What follows belongs to an exercise in optimizing a design on an open flow for small area and a short achievable clock period; a production flow would make more cautious choices. The RTL was checked by simulation tests, not by an equivalence proof against the original design. No driver is modelled on the clock port, so clocking that relies on it looks cheaper here than on a real chip. Power figures rest on the tool's default switching activity, not on a simulated workload.

Design frame_link_responder, start of the top module:
module frame_link_responder (
    input  wire        clk,
    input  wire        rst,           
    input  wire        byte_valid,
    input  wire [7:0]  rx_byte,
    output wire [7:0]  tx_byte,
    output wire        s_sync,
    input  wire        tbl_we,
    input  wire [3:0]  tbl_idx,
    input  wire        tbl_en,
    input  wire [15:0] tbl_id,
    input  wire [31:0] tbl_val,
    output reg         pull_query,
    output reg  [3:0]  pull_idx,
    output reg         frame_valid,
    output wire        frame_pull,
    output wire [15:0] frame_id,
    output wire [31:0] frame_value,
    input  wire        wd_inc,
    input  wire        wd_expire,
    input  wire [15:0] wd_threshold,
    output reg         wd_safety,
    output reg         wd_tripped
);
Size in the first run: ~2400 cells after synthesis, roughly 150 I/O pins.
==> module frame_link_responder, before the edit <==
module frame_link_responder (
    input  wire        clk,
    input  wire        rst,           
    input  wire        byte_valid,
    input  wire [7:0]  rx_byte,
    output wire [7:0]  tx_byte,
    output wire        s_sync,
    input  wire        tbl_we,
    input  wire [3:0]  tbl_idx,
    input  wire        tbl_en,
    input  wire [15:0] tbl_id,
    input  wire [31:0] tbl_val,
    output reg         pull_query,
    output reg  [3:0]  pull_idx,
    output reg         frame_valid,
    output wire        frame_pull,
    output wire [15:0] frame_id,
    output wire [31:0] frame_value,
    input  wire        wd_inc,
    input  wire        wd_expire,
    input  wire [15:0] wd_threshold,
    output reg         wd_safety,
    output reg         wd_tripped
);
    reg        sync_r;
    reg [3:0]  pos;           
    reg [7:0]  id0, id1;
    reg [31:0] vb;            
    reg        is_pull;
    reg [7:0]  tx_reg;
    assign tx_byte     = tx_reg;
    assign s_sync      = sync_r;
    assign frame_pull  = is_pull;
    assign frame_id    = {id1, id0};
    assign frame_value = vb;
    wire [7:0]  qn_hi = (pos == 4'd1) ? rx_byte : id1;
    wire [15:0] qn    = {qn_hi, id0};
    wire        in_eq = (tbl_id == qn);
    wire [15:0] m;
    wire [31:0] val [0:15];
    genvar g;
    generate
        for (g = 0; g < 16; g = g + 1) begin : ent
            reg [15:0] t_id;
            reg [31:0] t_val;
            reg        t_en;
            reg        t_m;
            wire we = tbl_we && (tbl_idx == g);
            always @(posedge clk)
                if (we) begin
                    t_id  <= tbl_id;
                    t_val <= tbl_val;
                end
            always @(posedge clk)
                if (rst)     t_en <= 1'b0;
                else if (we) t_en <= tbl_en;
            always @(posedge clk)
                t_m <= we ? (tbl_en && in_eq) : (t_en && (t_id == qn));
            assign m[g]   = t_m;
            assign val[g] = t_val;
        end
    endgenerate
    wire [15:0] sel;
    assign sel[0] = m[0];
    generate
        for (g = 1; g < 16; g = g + 1) begin : pri
            assign sel[g] = m[g] && !(|m[g-1:0]);
        end
    endgenerate
    wire hit = |m;
    reg [31:0] hv;
    reg [3:0]  hidx;
    integer i;
    always @(*) begin
        hv   = 32'd0;
        hidx = 4'd0;
        for (i = 0; i < 16; i = i + 1) begin
            hv   = hv | (val[i] & {32{sel[i]}});
            hidx = hidx | (i[3:0] & {4{sel[i]}});
        end
    end
    wire [7:0] seq_byte = pos[3] ? 8'hFF : (8'd8 - {4'd0, pos});
    wire [7:0] vtop = is_pull ? vb[7:0] : rx_byte;
    always @(posedge clk) begin
        if (rst) begin
            sync_r      <= 1'b0;
            pos         <= 4'd0;
            tx_reg      <= 8'd0;
            pull_query  <= 1'b0;
            frame_valid <= 1'b0;
        end else begin
            pull_query  <= 1'b0;
            frame_valid <= 1'b0;
            if (byte_valid) begin
                if (!sync_r) begin
                    if (rx_byte == seq_byte) begin
                        if (pos[3]) begin                    
                            sync_r <= 1'b1;
                            pos    <= 4'd0;
                            tx_reg <= 8'h00;
                        end else begin                       
                            pos    <= pos + 4'd1;
                            tx_reg <= seq_byte;
                        end
                    end else begin                           
                        pos    <= 4'd0;
                        tx_reg <= 8'h00;
                    end
                end else begin
                    case (pos)
                        4'd0: begin
                            id0    <= rx_byte;
                            tx_reg <= rx_byte;
                            pos    <= 4'd1;
                        end
                        4'd1: begin
                            id1    <= rx_byte;
                            tx_reg <= rx_byte;
                            pos    <= 4'd2;
                        end
                        4'd2: begin                           
                            is_pull <= hit;
                            if (hit) begin
                                vb         <= {hv[7:0], hv[31:8]};
                                tx_reg     <= hv[7:0];
                                pull_query <= 1'b1;
                                pull_idx   <= hidx;
                            end else begin
                                vb     <= {rx_byte, vb[31:8]};
                                tx_reg <= rx_byte;
                            end
                            pos <= 4'd3;
                        end
                        4'd3, 4'd4, 4'd5: begin               
                            vb     <= {vtop, vb[31:8]};
                            tx_reg <= vtop;
                            pos    <= pos + 4'd1;
                        end
                        4'd6, 4'd7: begin
                            if (rx_byte == 8'hFF) begin       
                                tx_reg <= pos[0] ? id1 : id0;
                                pos    <= pos + 4'd1;
                            end else begin                    
                                tx_reg <= 8'h00;
                                pos    <= 4'd0;
                                sync_r <= 1'b0;
                            end
                        end
                        default: begin                        
                            tx_reg      <= 8'h00;
                            pos         <= 4'd0;
                            frame_valid <= 1'b1;
                        end
                    endcase
                end
            end
        end
    end
    reg [15:0] wd_counter;
    always @(posedge clk) begin
        if (rst) begin
            wd_counter <= 16'd0;
            wd_safety  <= 1'b0;
            wd_tripped <= 1'b0;
        end else begin
            wd_safety <= 1'b0;
            if (wd_expire) begin                              
                if (wd_counter < wd_threshold) begin
                    wd_tripped <= 1'b1;
                    wd_safety  <= 1'b1;
                end else begin
                    wd_tripped <= 1'b0;
                end
                wd_counter <= {15'd0, wd_inc};
            end else if (wd_inc && wd_counter != 16'hFFFF) begin  
                wd_counter <= wd_counter + 16'd1;
            end
        end
    end
endmodule
Settings: LEC_CHECK=0, CAP_MARGIN=20, CORE_MARGIN=2, CORE_UTILIZATION=40, SETUP_SLACK_MARGIN=3.0, SLEW_MARGIN=20; clock period 5.5 ns.
run.sh (not shown) runs the stock make flow with config.mk's settings and CLKGATE_MAP_FILE= SYNTH_SCRIPT=/design/flow/synth_recipe.tcl, a recipe that flattens the netlist after the stock synthesis.
Next try:
--- a/flow/design.v
+++ b/flow/design.v
@@ -31,34 +31,29 @@
     assign tx_byte     = tx_reg;
     assign s_sync      = sync_r;
     assign frame_pull  = is_pull;
     assign frame_id    = {id1, id0};
     assign frame_value = vb;
-    wire [7:0]  qn_hi = (pos == 4'd1) ? rx_byte : id1;
-    wire [15:0] qn    = {qn_hi, id0};
-    wire        in_eq = (tbl_id == qn);
+    wire [15:0] q = {id1, id0};
     wire [15:0] m;
     wire [31:0] val [0:15];
     genvar g;
     generate
         for (g = 0; g < 16; g = g + 1) begin : ent
             reg [15:0] t_id;
             reg [31:0] t_val;
             reg        t_en;
-            reg        t_m;
             wire we = tbl_we && (tbl_idx == g);
             always @(posedge clk)
                 if (we) begin
                     t_id  <= tbl_id;
                     t_val <= tbl_val;
                 end
             always @(posedge clk)
                 if (rst)     t_en <= 1'b0;
                 else if (we) t_en <= tbl_en;
-            always @(posedge clk)
-                t_m <= we ? (tbl_en && in_eq) : (t_en && (t_id == qn));
-            assign m[g]   = t_m;
+            assign m[g]   = t_en && (t_id == q);
             assign val[g] = t_val;
         end
     endgenerate
     wire [15:0] sel;
     assign sel[0] = m[0];
What happened: The changed run finished clean; die area rises by 3.1%; final area rises by 7.7%; setup slack loses 1.1 ns; combinational power rises by 13%; total power falls by 2.6%; clock skew rises by 0.0038 ns; clock power falls by 5.1%; global-route usage rises by 2.5 points; non-clock buffer count rises by 92; fmax falls by 28%; final cell count rises by 7.6%; utilization rises by 2.1 points.

---

## old
The RTL this note starts from:
==> flow/design.v <==
module frame_link_responder (
    input  wire        clk,
    input  wire        rst,           
    input  wire        byte_valid,
    input  wire [7:0]  rx_byte,
    output wire [7:0]  tx_byte,
    output wire        s_sync,
    input  wire        tbl_we,
    input  wire [3:0]  tbl_idx,
    input  wire        tbl_en,
    input  wire [15:0] tbl_id,
    input  wire [31:0] tbl_val,
    output reg         pull_query,
    output reg  [3:0]  pull_idx,
    output reg         frame_valid,
    output wire        frame_pull,
    output wire [15:0] frame_id,
    output wire [31:0] frame_value,
    input  wire        wd_inc,
    input  wire        wd_expire,
    input  wire [15:0] wd_threshold,
    output reg         wd_safety,
    output reg         wd_tripped
);
    reg        sync_r;
    reg [8:0]  ph;            
    reg [7:0]  id0, id1;
    reg [31:0] vb;            
    reg        is_pull;
    reg [7:0]  tx_reg;
    assign tx_byte     = tx_reg;
    assign s_sync      = sync_r;
    assign frame_pull  = is_pull;
    assign frame_id    = {id1, id0};
    assign frame_value = vb;
    wire [7:0]  qn_lo = ph[0] ? rx_byte : id0;
    wire [7:0]  qn_hi = ph[1] ? rx_byte : id1;
    wire        in_eq = (tbl_id == {qn_hi, id0});
    wire        in_lo = (tbl_id[7:0] == qn_lo);
    wire [15:0] mn;               
    wire [31:0] val [0:15];
    wire [15:0] s;
    genvar g;
    generate
        for (g = 0; g < 16; g = g + 1) begin : ent
            reg [15:0] t_id;
            reg [31:0] t_val;
            reg        t_en;
            reg        t_lo;
            reg        t_m;
            reg        t_s;
            wire we = tbl_we && (tbl_idx == g);
            always @(posedge clk)
                if (we) begin
                    t_id  <= tbl_id;
                    t_val <= tbl_val;
                end
            always @(posedge clk)
                if (rst)     t_en <= 1'b0;
                else if (we) t_en <= tbl_en;
            always @(posedge clk)
                t_lo <= we ? in_lo : (t_id[7:0] == qn_lo);
            assign mn[g] = we    ? (tbl_en && in_eq) :
                           ph[1] ? (t_en && t_lo && (t_id[15:8] == rx_byte)) :
                                   t_m;
            always @(posedge clk)
                t_m <= mn[g];
            if (g == 0) begin : p0
                always @(posedge clk) t_s <= mn[0];
            end else begin : pn
                always @(posedge clk) t_s <= mn[g] && !(|mn[g-1:0]);
            end
            assign s[g]   = t_s;
            assign val[g] = t_val;
        end
    endgenerate
    reg hit;
    always @(posedge clk) hit <= |mn;
    reg [31:0] hv;
    reg [3:0]  hidx;
    integer i;
    always @(*) begin
        hv   = 32'd0;
        hidx = 4'd0;
        for (i = 0; i < 16; i = i + 1) begin
            hv   = hv | (val[i] & {32{s[i]}});
            hidx = hidx | (i[3:0] & {4{s[i]}});
        end
    end
    wire [7:0] seq_byte = {{4{ph[8]}}, ph[8] | ph[0], ph[8] | ph[1] | ph[2] | ph[3] | ph[4],
                           ph[8] | ph[1] | ph[2] | ph[5] | ph[6],
                           ph[8] | ph[1] | ph[3] | ph[5] | ph[7]};
    wire [7:0] vtop = is_pull ? vb[7:0] : rx_byte;
    always @(posedge clk) begin
        if (rst) begin
            sync_r      <= 1'b0;
            ph          <= 9'd1;
            tx_reg      <= 8'd0;
            pull_query  <= 1'b0;
            frame_valid <= 1'b0;
        end else begin
            pull_query  <= 1'b0;
            frame_valid <= 1'b0;
            if (byte_valid) begin
                if (!sync_r) begin
                    if (rx_byte == seq_byte) begin
                        if (ph[8]) begin                     
                            sync_r <= 1'b1;
                            ph     <= 9'd1;
                            tx_reg <= 8'h00;
                        end else begin                       
                            ph     <= {ph[7:0], 1'b0};
                            tx_reg <= seq_byte;
                        end
                    end else begin                           
                        ph     <= 9'd1;
                        tx_reg <= 8'h00;
                    end
                end else begin
                    ph <= {ph[7:0], 1'b0};
                    if (ph[0]) begin
                        id0    <= rx_byte;
                        tx_reg <= rx_byte;
                    end
                    if (ph[1]) begin
                        id1    <= rx_byte;
                        tx_reg <= rx_byte;
                    end
                    if (ph[2]) begin                          
                        is_pull <= hit;
                        if (hit) begin
                            vb         <= {hv[7:0], hv[31:8]};
                            tx_reg     <= hv[7:0];
                            pull_query <= 1'b1;
                            pull_idx   <= hidx;
                        end else begin
                            vb     <= {rx_byte, vb[31:8]};
                            tx_reg <= rx_byte;
                        end
                    end
                    if (ph[3] | ph[4] | ph[5]) begin          
                        vb     <= {vtop, vb[31:8]};
                        tx_reg <= vtop;
                    end
                    if (ph[6] | ph[7]) begin
                        if (rx_byte == 8'hFF) begin           
                            tx_reg <= ph[7] ? id1 : id0;
                        end else begin                        
                            tx_reg <= 8'h00;
                            ph     <= 9'd1;
                            sync_r <= 1'b0;
                        end
                    end
                    if (ph[8]) begin                          
                        tx_reg      <= 8'h00;
                        ph          <= 9'd1;
                        frame_valid <= 1'b1;
                    end
                end
            end
        end
    end
    reg [15:0] wd_counter;
    always @(posedge clk) begin
        if (rst) begin
            wd_counter <= 16'd0;
            wd_safety  <= 1'b0;
            wd_tripped <= 1'b0;
        end else begin
            wd_safety <= 1'b0;
            if (wd_expire) begin                              
                if (wd_counter < wd_threshold) begin
                    wd_tripped <= 1'b1;
                    wd_safety  <= 1'b1;
                end else begin
                    wd_tripped <= 1'b0;
                end
                wd_counter <= {15'd0, wd_inc};
            end else if (wd_inc && wd_counter != 16'hFFFF) begin  
                wd_counter <= wd_counter + 16'd1;
            end
        end
    end
endmodule
Settings: LEC_CHECK=0, CAP_MARGIN=20, CORE_MARGIN=2, CORE_UTILIZATION=40, SETUP_SLACK_MARGIN=2.8, SLEW_MARGIN=20, TNS_END_PERCENT=10; clock period 5.5 ns.
standard.sh (not shown) runs the stock make flow with config.mk's settings and CLKGATE_MAP_FILE= SYNTH_SCRIPT=/design/flow/synth_recipe.tcl, a recipe that flattens the netlist after the stock synthesis.
==> flow/flow/run.sh <==
#!/bin/bash
set -euo pipefail
bash standard.sh finish \
  BUFFER_PORTS_ARGS="-buffer_cell sky130_fd_sc_hd__buf_2" \
  CTS_ARGS="-sink_clustering_enable -repair_clock_nets -dont_use_dummy_load -sink_clustering_size 25 -sink_clustering_max_diameter 80" \
  > standard_flow.log 2>&1
## Diff of input files: new against old
-- flow/design.v --
<<< old, line 48
            reg        t_en;
            reg        t_lo;
            reg        t_m;
            reg        t_s;
            wire we = tbl_we && (tbl_idx == g);
>>> new, line 48
            reg        t_en;
            reg        t_lo;
            reg        t_s;
            wire we = tbl_we && (tbl_idx == g);
<<< old, line 61
            always @(posedge clk)
                t_lo <= we ? in_lo : (t_id[7:0] == qn_lo);
            assign mn[g] = we    ? (tbl_en && in_eq) :
                           ph[1] ? (t_en && t_lo && (t_id[15:8] == rx_byte)) :
                                   t_m;
            always @(posedge clk)
                t_m <= mn[g];
            if (g == 0) begin : p0
                always @(posedge clk) t_s <= mn[0];
>>> new, line 60
            always @(posedge clk)
                t_lo <= we ? in_lo : (t_id[7:0] == qn_lo);
            assign mn[g] = we ? (tbl_en && in_eq)
                              : (t_en && t_lo && (t_id[15:8] == qn_hi));
            if (g == 0) begin : p0
                always @(posedge clk) t_s <= mn[0];
### Flow results
Lower setup slack among old and new: old
Per the comparison of new with old, number of vias per cell dropped 0.31%, arrival time reported for the critical path endpoint climbed 0.22 ns, total standard cell area after synthesis dropped 0.94%, overall power dropped about 1.5%, area of all placed cells without fillers climbed about 1.5%.
new reports a higher area added between synthesis and finish than old does.
new against old: share of synthesized area spent on multiplexers lost 0.32 points; count of inserted antenna diode cells picked up an extra 6; core utilization picked up an extra 1.3 points; area of the multi-input gates picked up an extra 0.96%.

---

Starts from the design.v that is shown in full above.
==> flow/config.mk <==
export PLATFORM = sky130hd
export DESIGN_NAME = frame_link_responder
export DESIGN_NICKNAME = frame_link_responder
export VERILOG_FILES = /design/flow/design.v
export SDC_FILE = /design/flow/constraint.sdc
export NUM_CORES = 4
export LEC_CHECK = 0
export CAP_MARGIN = 20
export CORE_MARGIN = 2
export CORE_UTILIZATION = 40
export SETUP_SLACK_MARGIN = 3.0
export SLEW_MARGIN = 20
export TNS_END_PERCENT = 10
==> flow/constraint.sdc <==
create_clock -name core_clock -period 5.5 [get_ports {clk}]
set_input_delay 1.1000 -clock core_clock [delete_from_list [all_inputs] [get_ports {clk}]]
set_output_delay 1.1000 -clock core_clock [all_outputs]
set_load 0.01 [all_outputs]
==> flow/flow/run.sh <==
#!/bin/bash
set -euo pipefail
bash standard.sh finish \
  BUFFER_PORTS_ARGS="-buffer_cell sky130_fd_sc_hd__buf_2" \
  CTS_ARGS="-sink_clustering_enable -repair_clock_nets -dont_use_dummy_load" \
  SKIP_CTS_REPAIR_TIMING=1 \
  POST_CTS_TCL="$PWD/flow/post_cts.tcl" \
  > standard_flow.log 2>&1
==> flow/flow/post_cts.tcl <==
# Timing repair after clock tree synthesis, in place of the standard one
# (SKIP_CTS_REPAIR_TIMING=1): rebuffer slow nets to a tighter slew target
# first, then repair setup and hold, then legalize.
estimate_parasitics -placement
repair_design -slew_margin 70 -cap_margin 20 -match_cell_footprint -verbose
repair_timing -setup_margin $::env(SETUP_SLACK_MARGIN) -hold_margin 0 \
  -repair_tns $::env(TNS_END_PERCENT) -match_cell_footprint -verbose
detailed_placement
check_placement -verbose
==> next run, changes <==
--- a/flow/design.v
+++ b/flow/design.v
@@ -47,7 +47,6 @@
             reg [31:0] t_val;
             reg        t_en;
             reg        t_lo;
-            reg        t_m;
             reg        t_s;
             wire we = tbl_we && (tbl_idx == g);
             always @(posedge clk)
@@ -60,11 +59,8 @@
                 else if (we) t_en <= tbl_en;
             always @(posedge clk)
                 t_lo <= we ? in_lo : (t_id[7:0] == qn_lo);
-            assign mn[g] = we    ? (tbl_en && in_eq) :
-                           ph[1] ? (t_en && t_lo && (t_id[15:8] == rx_byte)) :
-                                   t_m;
-            always @(posedge clk)
-                t_m <= mn[g];
+            assign mn[g] = we ? (tbl_en && in_eq)
+                              : (t_en && t_lo && (t_id[15:8] == qn_hi));
             if (g == 0) begin : p0
                 always @(posedge clk) t_s <= mn[0];
             end else begin : pn
Total power fell slightly. Flip-flop and latch count fell by 15. First-iteration DRC count fell by a few percent. Final area fell slightly. Critical path depth fell by 3. Clock power stays flat. Hold slack got worse by 0.0032 ns. Final cell count stays flat. Synthesized area fell slightly. Worst setup slack improved by 0.037 ns. Routed wire length rose slightly. Count of clock-buffer cells in the layout is unchanged. Core utilization rose by 0.17 points. Via count rose slightly.

==> re-timing with driven ports <==
How much do the figures lean on ideal ports? The routed layouts below were timed once more, with nothing changed but the port constraints.
Step 1, drivers: a clkbuf_16 drives clk and a buf_2 each remaining input, both assumed.
Step 2 adds t to the input delays and takes it off the output delays; t is the mean of the earliest and latest rising clock arrival at the registers after step 1. Input paths then give back, and output paths get back, about the clock's delay inside the block.
Three values: no drivers, after step 1, after step 2; two values: the first two.
run	t, ns	slack for setup (ns)	hold slack, ns	latest minus earliest clock arrival (ns)	worst slew at a driven data input, ns
the first run of note 1	0.722	2.784 / 2.784 / 2.119	0.457 / 0.457 / 0.457	0.032 / 0.033	0.13
the second run of note 1	0.734	1.731 / 1.731 / 1.731	0.483 / 0.483 / 0.483	0.033 / 0.033	0.11
old	0.647	2.689 / 2.685 / 2.037	0.463 / 0.463 / 0.463	0.088 / 0.089	0.15
new	0.651	2.721 / 2.721 / 2.099	0.457 / 0.457 / 0.457	0.093 / 0.093	0.16
the first run of note 3	0.685	2.780 / 2.706 / 2.020	0.454 / 0.454 / 0.454	0.057 / 0.057	0.26
the second run of note 3	0.696	2.817 / 2.798 / 2.102	0.451 / 0.451 / 0.451	0.063 / 0.063	0.17
After both steps setup and hold are still met in every run listed. The setup slack of the first run of note 3, which loses most, moves by -0.074 ns with the drivers and by -0.760 ns with both steps.
